Context: an optimization exercise on an open-source flow, tuned for small area, a short achievable clock period and few clock cycles. The choices shown serve that exercise and are no tape-out recipe. At most, simulation tests tie the RTL to the original design; equivalence was not proved. Power is estimated from default activity; no workload was simulated.

==> inputs of 07-09 <==
## polyline_codec
module polyline_codec (
    input  wire        clk,
    input  wire        rst,
    input  wire        enc_in_valid,
    output wire        enc_in_ready,
    input  wire [64:0] enc_in_data,
    output wire        enc_out_valid,
    input  wire        enc_out_ready,
    output wire [8:0]  enc_out_data,
    input  wire        dec_in_valid,
    output wire        dec_in_ready,
    input  wire [8:0]  dec_in_data,
    output wire        dec_out_valid,
    input  wire        dec_out_ready,
    output wire [65:0] dec_out_data
);
export LEC_CHECK = 0
export CAP_MARGIN = 20
export CORE_MARGIN = 2
export CORE_UTILIZATION = 40
export CTS_BUF_LIST = sky130_fd_sc_hd__clkbuf_4
export CTS_CLUSTER_DIAMETER = 35
export CTS_CLUSTER_SIZE = 8
export PLACE_DENSITY = 0.6
export SETUP_SLACK_MARGIN = 2.0
export SLEW_MARGIN = 20
create_clock -name core_clock -period 5.0 [get_ports {clk}]
standard.sh (not shown) runs the stock make flow with config.mk's settings and CLKGATE_MAP_FILE= SYNTH_SCRIPT=/design/flow/synth_recipe.tcl, a recipe that flattens the netlist after the stock synthesis.
==> flow/flow/run.sh <==
#!/bin/bash
# The standard layout, with every port buffered by a buf_1 (instead of the
# buffer buffer_ports picks by default) and a clock tree built without dummy
# loads. Each tool's full output is in orfs/logs/; make's output in make.log.
set -euo pipefail
export BUFFER_PORTS_ARGS="-buffer_cell sky130_fd_sc_hd__buf_1"
export CTS_ARGS="-sink_clustering_enable -repair_clock_nets -buf_list sky130_fd_sc_hd__clkbuf_4 -sink_clustering_size 8 -sink_clustering_max_diameter 35 -dont_use_dummy_load"
bash standard.sh > make.log 2>&1
==> 06-06: changes against 07-09 <==
--- a/flow/design.v
+++ b/flow/design.v
@@ -40,24 +40,56 @@
     reg        oeos;
     reg [7:0]  obyte;
     reg        ir;
     wire        in_op  = in_data[64];
     wire [31:0] in_lat = in_data[63:32];
     wire [31:0] in_lng = in_data[31:0];
-    wire [31:0] d_lat = fast_add(in_lat, nprev_lat, 1'b1);
-    wire [31:0] d_lng = fast_add(in_lng, nprev_lng, 1'b1);
+    wire [31:0] p_lat = in_lat ^ nprev_lat;
+    wire [31:0] p_lng = in_lng ^ nprev_lng;
+    wire [31:0] c_lat = carries(in_lat, nprev_lat, 1'b1);
+    wire [31:0] c_lng = carries(in_lng, nprev_lng, 1'b1);
     wire [4:0] ch_a   = va[4:0] ^ {5{va[31]}};
     wire       cont_a = |(va[31:5] ^ {27{va[31]}});
     wire [4:0] ch_b   = vb[4:0] ^ {5{vb[31]}};
     wire       cont_b = |(vb[31:5] ^ {27{vb[31]}});
     wire       cont_b2 = |(vb[31:10] ^ {22{vb[31]}});    
+    function [31:0] carries(input [31:0] a, input [31:0] b, input cin);
+        reg [31:0] p, g, pp, gg;
+        integer l, i, j;
+        begin
+            p  = a ^ b;
+            g  = a & b;
+            gg = g;
+            pp = p;
+            gg[0] = g[0] | (p[0] & cin);
+            for (l = 0; l < 5; l = l + 1)
+                for (i = 0; i < 32; i = i + 1)
+                    if ((i >> l) & 1) begin
+                        j = ((i >> (l + 1)) << (l + 1)) + (1 << l) - 1;
+                        gg[i] = gg[i] | (pp[i] & gg[j]);
+                        pp[i] = pp[i] & pp[j];
+                    end
+            carries = {gg[30:0], cin};
+        end
+    endfunction
     function [7:0] enc_byte(input cont, input [4:0] ch);
         enc_byte = 8'd63 + {2'b00, cont, ch};
     endfunction
     wire ofree = !ov || out_ready;
     wire take  = in_valid && ir;
+    wire tp    = take && !in_op;
+    wire [31:0] va_h  = ld_a ? {{5{va[31]}}, va[31:5]} : va;
+    wire [31:0] vb_h  = ld_b ? {{5{vb[31]}}, vb[31:5]} : vb;
+    wire [31:0] va_c0 = tp ? {p_lat[30:0], 1'b0}  : va_h;
+    wire [31:0] va_c1 = tp ? {~p_lat[30:0], 1'b0} : va_h;
+    wire [31:0] vb_c0 = tp ? {p_lng[30:0], 1'b0}  : vb_h;
+    wire [31:0] vb_c1 = tp ? {~p_lng[30:0], 1'b0} : vb_h;
+    wire [31:0] cs_lat = {c_lat[30:0], 1'b0};
+    wire [31:0] cs_lng = {c_lng[30:0], 1'b0};
+    wire [31:0] va_s  = (cs_lat & va_c1) | (~cs_lat & va_c0);
+    wire [31:0] vb_s  = (cs_lng & vb_c1) | (~cs_lng & vb_c0);
     wire ld_tail = ofree && tail_v;
     wire ld_eos  = ofree && !tail_v && (eos_n != 2'd0);
     wire ld_a    = ofree && !tail_v && (eos_n == 2'd0) && st_lat;
     wire ld_b    = ofree && !tail_v && (eos_n == 2'd0) && !st_lat && st_lng;
     reg        st_lat_n, st_lng_n, tail_v_n, b_last_n;
     reg [1:0]  eos_n_n;
@@ -118,28 +150,32 @@
                 obyte <= 8'd0;
             end
             if (ld_a) begin
                 ov    <= 1'b1;
                 oeos  <= 1'b0;
                 obyte <= enc_byte(cont_a, ch_a);
-                va    <= {{5{va[31]}}, va[31:5]};
             end
             if (ld_b) begin
                 ov    <= 1'b1;
                 oeos  <= 1'b0;
                 obyte <= enc_byte(cont_b, ch_b);
-                vb    <= {{5{vb[31]}}, vb[31:5]};
             end
+            if (ld_a) va <= {{5{va[31]}}, va[31:5]};
+            if (ld_b) vb <= {{5{vb[31]}}, vb[31:5]};
+            if (tp) begin
+                va <= {p_lat[30] ^ c_lat[30], 29'd0, ~p_lat[0], 1'b0};
+                vb <= {p_lng[30] ^ c_lng[30], 29'd0, ~p_lng[0], 1'b0};
+            end
+            va[30:2] <= va_s[30:2];
+            vb[30:2] <= vb_s[30:2];
             if (take) begin
                 if (st_lng && !ld_b) tail <= ch_b;
                 if (in_op) begin
                     nprev_lat <= 32'hFFFFFFFF;
                     nprev_lng <= 32'hFFFFFFFF;
                 end else begin
-                    va       <= {d_lat[30:0], 1'b0};
-                    vb       <= {d_lng[30:0], 1'b0};
                     nprev_lat <= ~in_lat;
                     nprev_lng <= ~in_lng;
                 end
             end
         end
     end
@@ -172,13 +208,13 @@
                     end
             fast_add = p ^ {gg[30:0], cin};
         end
     endfunction
     localparam [1:0] K_POINT = 2'd0, K_END = 2'd1, K_ERR = 2'd2;
     localparam [1:0] ES_IDLE = 2'd0, ES_CLR = 2'd1, ES_LOAD = 2'd2, ES_WAIT = 2'd3;
-    reg [31:0] dp;          
+    reg [31:0] dreg;
     reg        s;
     reg [2:0]  k;
     reg        phase;       
     reg [31:0] cursor;
     reg        inc_q;       
     reg        clr_q;       
@@ -194,13 +230,13 @@
     reg        sk_v;
     reg        ir;          
     reg [6:0]  sk;
     wire [6:0]  src    = sk_v ? sk : {in_data[8], in_data[5:0]};
     wire        src_v  = sk_v || in_valid;
     wire        in_eos = src[6];
-    wire [5:0]  t      = src[5:0] + 6'd1;    
+    wire [5:0]  t      = src[5:0] ^ {&src[4:0], &src[3:0], &src[2:0], &src[1:0], src[0], 1'b1};
     wire [4:0]  c      = t[4:0];
     wire        cont   = t[5];
     wire [4:0]  cs     = c ^ {5{s}};
     wire ofree  = !ov || out_ready;
     wire do_end = ofree && (endc != 2'd0);
     wire ev_go  = ofree && (endc == 2'd0) && pend;
@@ -208,46 +244,37 @@
     wire take   = src_v && !blocked;
     wire take_b = take && !in_eos;
     wire take_e = take && in_eos;
     wire err_clr  = (es == ES_CLR) && ofree && (endc == 2'd0) && !pend;
     wire err_ld   = (es == ES_LOAD);
     wire err_done = (es == ES_WAIT) && out_ready;
-    function [31:0] pg_add(input [31:0] p, input [31:0] g);
-        reg [31:0] pp, gg;
+    function [31:0] carries(input [31:0] a, input [31:0] b);
+        reg [31:0] p, g, pp, gg;
         integer l, i, j;
         begin
+            p  = a ^ b;
+            g  = a & b;
             gg = g;
             pp = p;
             for (l = 0; l < 5; l = l + 1)
                 for (i = 0; i < 32; i = i + 1)
                     if ((i >> l) & 1) begin
                         j = ((i >> (l + 1)) << (l + 1)) + (1 << l) - 1;
                         gg[i] = gg[i] | (pp[i] & gg[j]);
                         pp[i] = pp[i] & pp[j];
                     end
-            pg_add = p ^ {gg[30:0], 1'b0};
+            carries = {gg[30:0], 1'b0};
         end
     endfunction
-    wire [31:0] sum = pg_add(dp, A & ~dp);
-    wire [31:0] aeff = (endc != 2'd0) ? 32'd0 : (ev_go ? B : A);
-    wire [31:0] dv0 = {{28{c[0]}}, c[4:1] ^ {4{c[0]}}};    
-    wire [31:0] dvk = {cs[1], cs[1], cs[0], cs, cs, cs, cs, cs, 4'd0};
-    reg  [31:0] dwe;
-    always @(*) begin
-        case (k)
-            3'd0:    dwe = 32'hFFFFFFFF;
-            3'd1:    dwe = 32'h000001F0;
-            3'd2:    dwe = 32'h00003E00;
-            3'd3:    dwe = 32'h0007C000;
-            3'd4:    dwe = 32'h00F80000;
-            3'd5:    dwe = 32'h1F000000;
-            3'd6:    dwe = 32'hE0000000;
-            default: dwe = 32'h00000000;
-        endcase
-    end
-    wire [31:0] dv = (k == 3'd0) ? dv0 : dvk;
+    wire [31:0] psum = A ^ dreg;
+    wire [31:0] csum = carries(A, dreg);
+    wire        b_ld  = ev_go || err_ld;
+    wire        b_clr = do_end || err_clr || err_done;
+    wire [31:0] b_c0  = b_clr ? 32'd0 : (b_ld ? psum  : B);
+    wire [31:0] b_c1  = b_clr ? 32'd0 : (b_ld ? ~psum : B);
+    wire [31:0] b_n   = (csum & b_c1) | (~csum & b_c0);
     wire new_ev  = (take_b && !cont) || (take_e && phase);
     wire pend_n  = new_ev || (pend && !ev_go);
     wire end2_n  = (take_e && phase) || (end2 && !ev_go);
     wire [1:0] endc_n = endc - {1'b0, do_end}
                         + {1'b0, (take_e && !phase && k == 3'd0) || (ev_go && end2)};
     wire ov_n    = (ov && !ofree) || do_end || (ev_go && pend_lng) || err_ld
@@ -285,35 +312,36 @@
             endc <= endc_n;
             es   <= es_n;
             ov   <= ov_n;
             sk_v <= src_v && !take;
             ir   <= !(src_v && !take);
             if (!sk_v) sk <= {in_data[8], in_data[5:0]};
-            if (ev_go || err_ld) begin
-                A <= B;
-                B <= sum;
-            end
+            B <= b_n;
+            if (ev_go || err_ld) A <= B;
             if (err_ld) begin
                 A    <= 32'd1;
                 kind <= K_ERR;
             end
             if (ev_go && pend_lng) kind <= K_POINT;
-            if (do_end || err_clr || err_done) begin
-                A <= 32'd0;
-                B <= 32'd0;
-            end
+            if (do_end || err_clr || err_done) A <= 32'd0;
             if (do_end) kind <= K_END;
             cursor <= clr_q ? 32'd0 : fast_add(cursor, 32'd0, inc_q);
             inc_q  <= take_b;
             clr_q  <= (take_e && (phase || k == 3'd0)) || err_clr;
-            if (err_clr) begin
-                dp <= cursor;
-            end
+            if (err_clr) dreg <= cursor;
             if (take_b) begin
-                if (k == 3'd0) s <= c[0];
-                dp <= (dp & ~dwe) | ((aeff ^ dv) & dwe);
+                if (k == 3'd0) begin
+                    s    <= c[0];
+                    dreg <= {{28{c[0]}}, c[4:1] ^ {4{c[0]}}};
+                end
+                if (k == 3'd1) dreg[8:4]   <= cs;
+                if (k == 3'd2) dreg[13:9]  <= cs;
+                if (k == 3'd3) dreg[18:14] <= cs;
+                if (k == 3'd4) dreg[23:19] <= cs;
+                if (k == 3'd5) dreg[28:24] <= cs;
+                if (k == 3'd6) dreg[31:29] <= {cs[1], cs[1], cs[0]};
                 if (cont) begin
                     if (k != 3'd7) k <= k + 3'd1;
                 end else begin
                     k        <= 3'd0;
                     phase    <= !phase;
                     pend_lng <= phase;
@@ -321,15 +349,13 @@
             end
             if (take_e) begin
                 k      <= 3'd0;
                 phase  <= 1'b0;
                 if (phase) begin
                     pend_lng <= 1'b1;
-                    if (k == 3'd0) begin
-                        dp <= aeff;
-                    end
+                    if (k == 3'd0) dreg <= 32'd0;
                 end
             end
         end
     end
 endmodule
 module polyline_codec (
CORE_UTILIZATION = 55   (was 40)
PLACE_DENSITY = 0.7   (was 0.6)
SETUP_SLACK_MARGIN = 2.4   (was 2.0)
==> run summary <==
item	07-09	06-06
Post-placement setup slack	0.967 ns	1.27 ns
Die Y	212 um	178 um
Drt pass-1 iters	6	5
Path class of the lowest-slack min-delay path	in -> reg	reg -> reg
Post-Syn Instances	2,006	1,838
DR iter-0 viols	1,022	763
Full die area	45,000 um^2	31,600 um^2
Share of the synthesized area in compound gates (AO/OA/AOI/OAI)	19.6%	17.0%
Fraction of post-synthesis cell area in the top cell type by area	20.8%	21.7%
Endpoint of the worst hold path	u_enc.nprev_lng[7]	u_dec.A[13]
Logic inverters	61	38
Non-clock buffer total of the final layout	191	222
Clock network power	1600 uW	1400 uW
Sort of element at the start of the critical path	input pin	flop
Post-Route WL	46,200 um	38,600 um
Status	finished clean	finished clean
Effective utilization at floorplan	40.4%	55.9%
Testbench counts of 06-06, summed over its fixed seeds: cycles 31,934.
No functional check of the RTL was part of 07-09.


==> 02-01 <==
polyline_codec, a different RTL version from the one above (not shown whole).
clock: 5.0 ns
lec_check: 0
cap_margin: 20
core_margin: 2
core_utilization: 40
place_density: 0.6
setup_slack_margin: 3.0
slew_margin: 20
run.sh (not shown) runs the stock make flow with config.mk's settings and CLKGATE_MAP_FILE= SYNTH_SCRIPT=/design/flow/synth_recipe.tcl, a recipe that flattens the netlist after the stock synthesis.
Stock flow here: none of the scripts above is used.
==> 05-06 (differences from 02-01) <==
--- a/flow/design.v
+++ b/flow/design.v
@@ -24,14 +24,14 @@
                         gg[i] = gg[i] | (pp[i] & gg[j]);
                         pp[i] = pp[i] & pp[j];
                     end
             fast_add = p ^ {gg[30:0], cin};
         end
     endfunction
-    reg [31:0] prev_lat;
-    reg [31:0] prev_lng;
+    reg [31:0] nprev_lat;   
+    reg [31:0] nprev_lng;   
     reg [31:0] va;
     reg [31:0] vb;
     reg        st_lat;      
     reg        st_lng;      
     reg        tail_v;
     reg [4:0]  tail;        
@@ -40,24 +40,56 @@
     reg        oeos;
     reg [7:0]  obyte;
     reg        ir;
     wire        in_op  = in_data[64];
     wire [31:0] in_lat = in_data[63:32];
     wire [31:0] in_lng = in_data[31:0];
-    wire [31:0] d_lat = fast_add(in_lat, ~prev_lat, 1'b1);
-    wire [31:0] d_lng = fast_add(in_lng, ~prev_lng, 1'b1);
+    wire [31:0] p_lat = in_lat ^ nprev_lat;
+    wire [31:0] p_lng = in_lng ^ nprev_lng;
+    wire [31:0] c_lat = carries(in_lat, nprev_lat, 1'b1);
+    wire [31:0] c_lng = carries(in_lng, nprev_lng, 1'b1);
     wire [4:0] ch_a   = va[4:0] ^ {5{va[31]}};
     wire       cont_a = |(va[31:5] ^ {27{va[31]}});
     wire [4:0] ch_b   = vb[4:0] ^ {5{vb[31]}};
     wire       cont_b = |(vb[31:5] ^ {27{vb[31]}});
     wire       cont_b2 = |(vb[31:10] ^ {22{vb[31]}});    
+    function [31:0] carries(input [31:0] a, input [31:0] b, input cin);
+        reg [31:0] p, g, pp, gg;
+        integer l, i, j;
+        begin
+            p  = a ^ b;
+            g  = a & b;
+            gg = g;
+            pp = p;
+            gg[0] = g[0] | (p[0] & cin);
+            for (l = 0; l < 5; l = l + 1)
+                for (i = 0; i < 32; i = i + 1)
+                    if ((i >> l) & 1) begin
+                        j = ((i >> (l + 1)) << (l + 1)) + (1 << l) - 1;
+                        gg[i] = gg[i] | (pp[i] & gg[j]);
+                        pp[i] = pp[i] & pp[j];
+                    end
+            carries = {gg[30:0], cin};
+        end
+    endfunction
     function [7:0] enc_byte(input cont, input [4:0] ch);
         enc_byte = 8'd63 + {2'b00, cont, ch};
     endfunction
     wire ofree = !ov || out_ready;
     wire take  = in_valid && ir;
+    wire tp    = take && !in_op;
+    wire [31:0] va_h  = ld_a ? {{5{va[31]}}, va[31:5]} : va;
+    wire [31:0] vb_h  = ld_b ? {{5{vb[31]}}, vb[31:5]} : vb;
+    wire [31:0] va_c0 = tp ? {p_lat[30:0], 1'b0}  : va_h;
+    wire [31:0] va_c1 = tp ? {~p_lat[30:0], 1'b0} : va_h;
+    wire [31:0] vb_c0 = tp ? {p_lng[30:0], 1'b0}  : vb_h;
+    wire [31:0] vb_c1 = tp ? {~p_lng[30:0], 1'b0} : vb_h;
+    wire [31:0] cs_lat = {c_lat[30:0], 1'b0};
+    wire [31:0] cs_lng = {c_lng[30:0], 1'b0};
+    wire [31:0] va_s  = (cs_lat & va_c1) | (~cs_lat & va_c0);
+    wire [31:0] vb_s  = (cs_lng & vb_c1) | (~cs_lng & vb_c0);
     wire ld_tail = ofree && tail_v;
     wire ld_eos  = ofree && !tail_v && (eos_n != 2'd0);
     wire ld_a    = ofree && !tail_v && (eos_n == 2'd0) && st_lat;
     wire ld_b    = ofree && !tail_v && (eos_n == 2'd0) && !st_lat && st_lng;
     reg        st_lat_n, st_lng_n, tail_v_n, b_last_n;
     reg [1:0]  eos_n_n;
@@ -89,14 +121,14 @@
     end
     assign in_ready  = ir;
     assign out_valid = ov;
     assign out_data  = {oeos, obyte};
     always @(posedge clk) begin
         if (rst) begin
-            prev_lat <= 32'd0;
-            prev_lng <= 32'd0;
+            nprev_lat <= 32'hFFFFFFFF;
+            nprev_lng <= 32'hFFFFFFFF;
             st_lat   <= 1'b0;
             st_lng   <= 1'b0;
             tail_v   <= 1'b0;
             eos_n    <= 2'd0;
             ov       <= 1'b0;
             ir       <= 1'b1;
@@ -118,30 +150,34 @@
                 obyte <= 8'd0;
             end
             if (ld_a) begin
                 ov    <= 1'b1;
                 oeos  <= 1'b0;
                 obyte <= enc_byte(cont_a, ch_a);
-                va    <= {{5{va[31]}}, va[31:5]};
             end
             if (ld_b) begin
                 ov    <= 1'b1;
                 oeos  <= 1'b0;
                 obyte <= enc_byte(cont_b, ch_b);
-                vb    <= {{5{vb[31]}}, vb[31:5]};
             end
+            if (ld_a) va <= {{5{va[31]}}, va[31:5]};
+            if (ld_b) vb <= {{5{vb[31]}}, vb[31:5]};
+            if (tp) begin
+                va <= {p_lat[30] ^ c_lat[30], 29'd0, ~p_lat[0], 1'b0};
+                vb <= {p_lng[30] ^ c_lng[30], 29'd0, ~p_lng[0], 1'b0};
+            end
+            va[30:2] <= va_s[30:2];
+            vb[30:2] <= vb_s[30:2];
             if (take) begin
                 if (st_lng && !ld_b) tail <= ch_b;
                 if (in_op) begin
-                    prev_lat <= 32'd0;
-                    prev_lng <= 32'd0;
+                    nprev_lat <= 32'hFFFFFFFF;
+                    nprev_lng <= 32'hFFFFFFFF;
                 end else begin
-                    va       <= {d_lat[30:0], 1'b0};
-                    vb       <= {d_lng[30:0], 1'b0};
-                    prev_lat <= in_lat;
-                    prev_lng <= in_lng;
+                    nprev_lat <= ~in_lat;
+                    nprev_lng <= ~in_lng;
                 end
             end
         end
     end
 endmodule
 module pldec (
@@ -177,37 +213,68 @@
     localparam [1:0] ES_IDLE = 2'd0, ES_CLR = 2'd1, ES_LOAD = 2'd2, ES_WAIT = 2'd3;
     reg [31:0] dreg;
     reg        s;
     reg [2:0]  k;
     reg        phase;       
     reg [31:0] cursor;
+    reg        inc_q;       
+    reg        clr_q;       
     reg        pend;        
     reg        pend_lng;    
     reg        end2;        
     reg [1:0]  endc;        
     reg [1:0]  es;          
     reg [31:0] A;
     reg [31:0] B;
     reg        ov;
     reg [1:0]  kind;
-    reg        ir;
-    wire        in_eos = in_data[8];
-    wire [5:0]  t      = in_data[5:0] + 6'd1;    
+    reg        sk_v;
+    reg        ir;          
+    reg [6:0]  sk;
+    wire [6:0]  src    = sk_v ? sk : {in_data[8], in_data[5:0]};
+    wire        src_v  = sk_v || in_valid;
+    wire        in_eos = src[6];
+    wire [5:0]  t      = src[5:0] ^ {&src[4:0], &src[3:0], &src[2:0], &src[1:0], src[0], 1'b1};
     wire [4:0]  c      = t[4:0];
     wire        cont   = t[5];
     wire [4:0]  cs     = c ^ {5{s}};
-    wire take   = in_valid && ir;
-    wire take_b = take && !in_eos;
-    wire take_e = take && in_eos;
     wire ofree  = !ov || out_ready;
     wire do_end = ofree && (endc != 2'd0);
     wire ev_go  = ofree && (endc == 2'd0) && pend;
+    wire blocked = (pend && !ev_go) || end2 || (es != ES_IDLE) || (endc == 2'd3);
+    wire take   = src_v && !blocked;
+    wire take_b = take && !in_eos;
+    wire take_e = take && in_eos;
     wire err_clr  = (es == ES_CLR) && ofree && (endc == 2'd0) && !pend;
     wire err_ld   = (es == ES_LOAD);
     wire err_done = (es == ES_WAIT) && out_ready;
-    wire [31:0] sum = fast_add(A, dreg, 1'b0);
+    function [31:0] carries(input [31:0] a, input [31:0] b);
+        reg [31:0] p, g, pp, gg;
+        integer l, i, j;
+        begin
+            p  = a ^ b;
+            g  = a & b;
+            gg = g;
+            pp = p;
+            for (l = 0; l < 5; l = l + 1)
+                for (i = 0; i < 32; i = i + 1)
+                    if ((i >> l) & 1) begin
+                        j = ((i >> (l + 1)) << (l + 1)) + (1 << l) - 1;
+                        gg[i] = gg[i] | (pp[i] & gg[j]);
+                        pp[i] = pp[i] & pp[j];
+                    end
+            carries = {gg[30:0], 1'b0};
+        end
+    endfunction
+    wire [31:0] psum = A ^ dreg;
+    wire [31:0] csum = carries(A, dreg);
+    wire        b_ld  = ev_go || err_ld;
+    wire        b_clr = do_end || err_clr || err_done;
+    wire [31:0] b_c0  = b_clr ? 32'd0 : (b_ld ? psum  : B);
+    wire [31:0] b_c1  = b_clr ? 32'd0 : (b_ld ? ~psum : B);
+    wire [31:0] b_n   = (csum & b_c1) | (~csum & b_c0);
     wire new_ev  = (take_b && !cont) || (take_e && phase);
     wire pend_n  = new_ev || (pend && !ev_go);
     wire end2_n  = (take_e && phase) || (end2 && !ev_go);
     wire [1:0] endc_n = endc - {1'b0, do_end}
                         + {1'b0, (take_e && !phase && k == 3'd0) || (ev_go && end2)};
     wire ov_n    = (ov && !ofree) || do_end || (ev_go && pend_lng) || err_ld
@@ -225,44 +292,46 @@
     assign out_data  = {kind, A, B};
     always @(posedge clk) begin
         if (rst) begin
             k      <= 3'd0;
             phase  <= 1'b0;
             cursor <= 32'd0;
+            inc_q  <= 1'b0;
+            clr_q  <= 1'b0;
             pend   <= 1'b0;
             end2   <= 1'b0;
             endc   <= 2'd0;
             es     <= ES_IDLE;
             A      <= 32'd0;
             B      <= 32'd0;
             ov     <= 1'b0;
+            sk_v   <= 1'b0;
             ir     <= 1'b1;
         end else begin
             pend <= pend_n;
             end2 <= end2_n;
             endc <= endc_n;
             es   <= es_n;
             ov   <= ov_n;
-            ir   <= (es_n == ES_IDLE) && !end2_n && (endc_n != 2'd2)
-                    && !(pend_n && (ov_n || endc_n != 2'd0));
-            if (ev_go || err_ld) begin
-                A <= B;
-                B <= sum;
-            end
+            sk_v <= src_v && !take;
+            ir   <= !(src_v && !take);
+            if (!sk_v) sk <= {in_data[8], in_data[5:0]};
+            B <= b_n;
+            if (ev_go || err_ld) A <= B;
             if (err_ld) begin
                 A    <= 32'd1;
                 kind <= K_ERR;
             end
             if (ev_go && pend_lng) kind <= K_POINT;
-            if (do_end || err_clr || err_done) begin
-                A <= 32'd0;
-                B <= 32'd0;
-            end
+            if (do_end || err_clr || err_done) A <= 32'd0;
             if (do_end) kind <= K_END;
+            cursor <= clr_q ? 32'd0 : fast_add(cursor, 32'd0, inc_q);
+            inc_q  <= take_b;
+            clr_q  <= (take_e && (phase || k == 3'd0)) || err_clr;
+            if (err_clr) dreg <= cursor;
             if (take_b) begin
-                cursor <= fast_add(cursor, 32'd0, 1'b1);
                 if (k == 3'd0) begin
                     s    <= c[0];
                     dreg <= {{28{c[0]}}, c[4:1] ^ {4{c[0]}}};
                 end
                 if (k == 3'd1) dreg[8:4]   <= cs;
                 if (k == 3'd2) dreg[13:9]  <= cs;
@@ -278,18 +347,15 @@
                     pend_lng <= phase;
                 end
             end
             if (take_e) begin
                 k      <= 3'd0;
                 phase  <= 1'b0;
-                cursor <= 32'd0;
                 if (phase) begin
                     pend_lng <= 1'b1;
                     if (k == 3'd0) dreg <= 32'd0;
-                end else if (k != 3'd0) begin
-                    dreg <= cursor;
                 end
             end
         end
     end
 endmodule
 module polyline_codec (
==> flow/flow/run.sh (new file) <==
#!/bin/bash
# The standard layout, with every port buffered by a buf_1 (instead of the
# buffer buffer_ports picks by default) and a clock tree built without dummy
# loads. Each tool's full output is in orfs/logs/; make's output in make.log.
set -euo pipefail
export BUFFER_PORTS_ARGS="-buffer_cell sky130_fd_sc_hd__buf_1"
export CTS_ARGS="-sink_clustering_enable -repair_clock_nets -buf_list sky130_fd_sc_hd__clkbuf_4 -sink_clustering_size 8 -sink_clustering_max_diameter 35 -dont_use_dummy_load"
bash standard.sh > make.log 2>&1
==> flow/standard.sh (new file) <==
#!/bin/bash
# synth_recipe.tcl (not shown) runs the flow's synth.tcl, then flattens the netlist and writes it again
# the make line also repeats each setting of config.mk as NAME=value (left out here)
make -C /OpenROAD-flow-scripts/flow DESIGN_CONFIG=/design/flow/config.mk WORK_HOME=/design/flow/orfs CLKGATE_MAP_FILE= SYNTH_SCRIPT=/design/flow/synth_recipe.tcl "${@:-finish}"
--- a/flow/config.mk
+++ b/flow/config.mk
@@ -5,9 +5,12 @@
 export SDC_FILE = /design/flow/constraint.sdc
 export NUM_CORES = 4
 export LEC_CHECK = 0
 export CAP_MARGIN = 20
 export CORE_MARGIN = 2
 export CORE_UTILIZATION = 40
+export CTS_BUF_LIST = sky130_fd_sc_hd__clkbuf_4
+export CTS_CLUSTER_DIAMETER = 35
+export CTS_CLUSTER_SIZE = 8
 export PLACE_DENSITY = 0.6
-export SETUP_SLACK_MARGIN = 3.0
+export SETUP_SLACK_MARGIN = 2.4
 export SLEW_MARGIN = 20
removed: flow/run.sh
==> summary of the runs <==
Between 05-06 and 02-01, the lower sequential share of layout area is in 02-01 (gap 8.3 points).
Between 02-01 and 05-06, the lower via count is in 05-06 (gap 9.1%, measured against 05-06).
Against 05-06, the sequential power of 02-01 is smaller by about 6%.
Of 02-01 and 05-06, 02-01 has the higher core utilization (gap 12 points).
Between 02-01 and 05-06, the lower flip-flop and latch count is in 02-01 (gap 10).
Against 02-01, the first-iteration DRC count of 05-06 is smaller by 19%.
Total power: 02-01 is larger than 05-06 (about 16%).
Between 05-06 and 02-01, the lower clock skew is in 02-01 (gap 64 ps).
Of 02-01 and 05-06, 05-06 has the higher maximum frequency (gap about 12%, measured against 05-06).
Testbench counts of 05-06, summed over its fixed seeds: cycles 31,934.
For 02-01, only the layout was checked, not whether the RTL still works.

## static timing again, ports no longer ideal
No port has a modelled driver above. Below, the same layouts with a new extraction and two added sets of constraints. Step 1 (the two cells are an assumption about what drives the block):
set clk [get_ports {clk}]
set_driving_cell -lib_cell sky130_fd_sc_hd__clkbuf_16 $clk
set_driving_cell -lib_cell sky130_fd_sc_hd__buf_2 [delete_from_list [all_inputs] $clk]
Step 2 moves the port delays by t, midway between the first and last clock arrival at a register: inputs arrive t later, outputs are due t later. That takes back most of the time a late clock gives input paths. a / b / c = ideal ports / drivers / drivers and shift; a / b = the first two.
run | t, ns | setup slack, ns | worst hold slack (ns) | clock arrival spread, ns | worst register clock-pin slew, ns
07-09 | 0.809 | 2.008 / 2.033 / 1.223 | 0.400 / 0.380 / 0.443 | 0.065 / 0.065 | 0.08 / 0.08
06-06 | 0.764 | 2.263 / 2.263 / 1.597 | 0.448 / 0.439 / 0.448 | 0.062 / 0.061 | 0.09 / 0.09
02-01 | 0.591 | 1.882 / 1.915 / 1.324 | 0.474 / 0.474 / 0.474 | 0.018 / 0.018 | 0.06 / 0.06
05-06 | 0.758 | 2.251 / 2.252 / 1.500 | 0.462 / 0.438 / 0.467 | 0.091 / 0.091 | 0.09 / 0.09
After both steps setup and hold are still met in every run listed. For 07-09, which loses most, drivers alone change the setup slack by +0.025 ns; drivers and shift together by -0.785 ns.
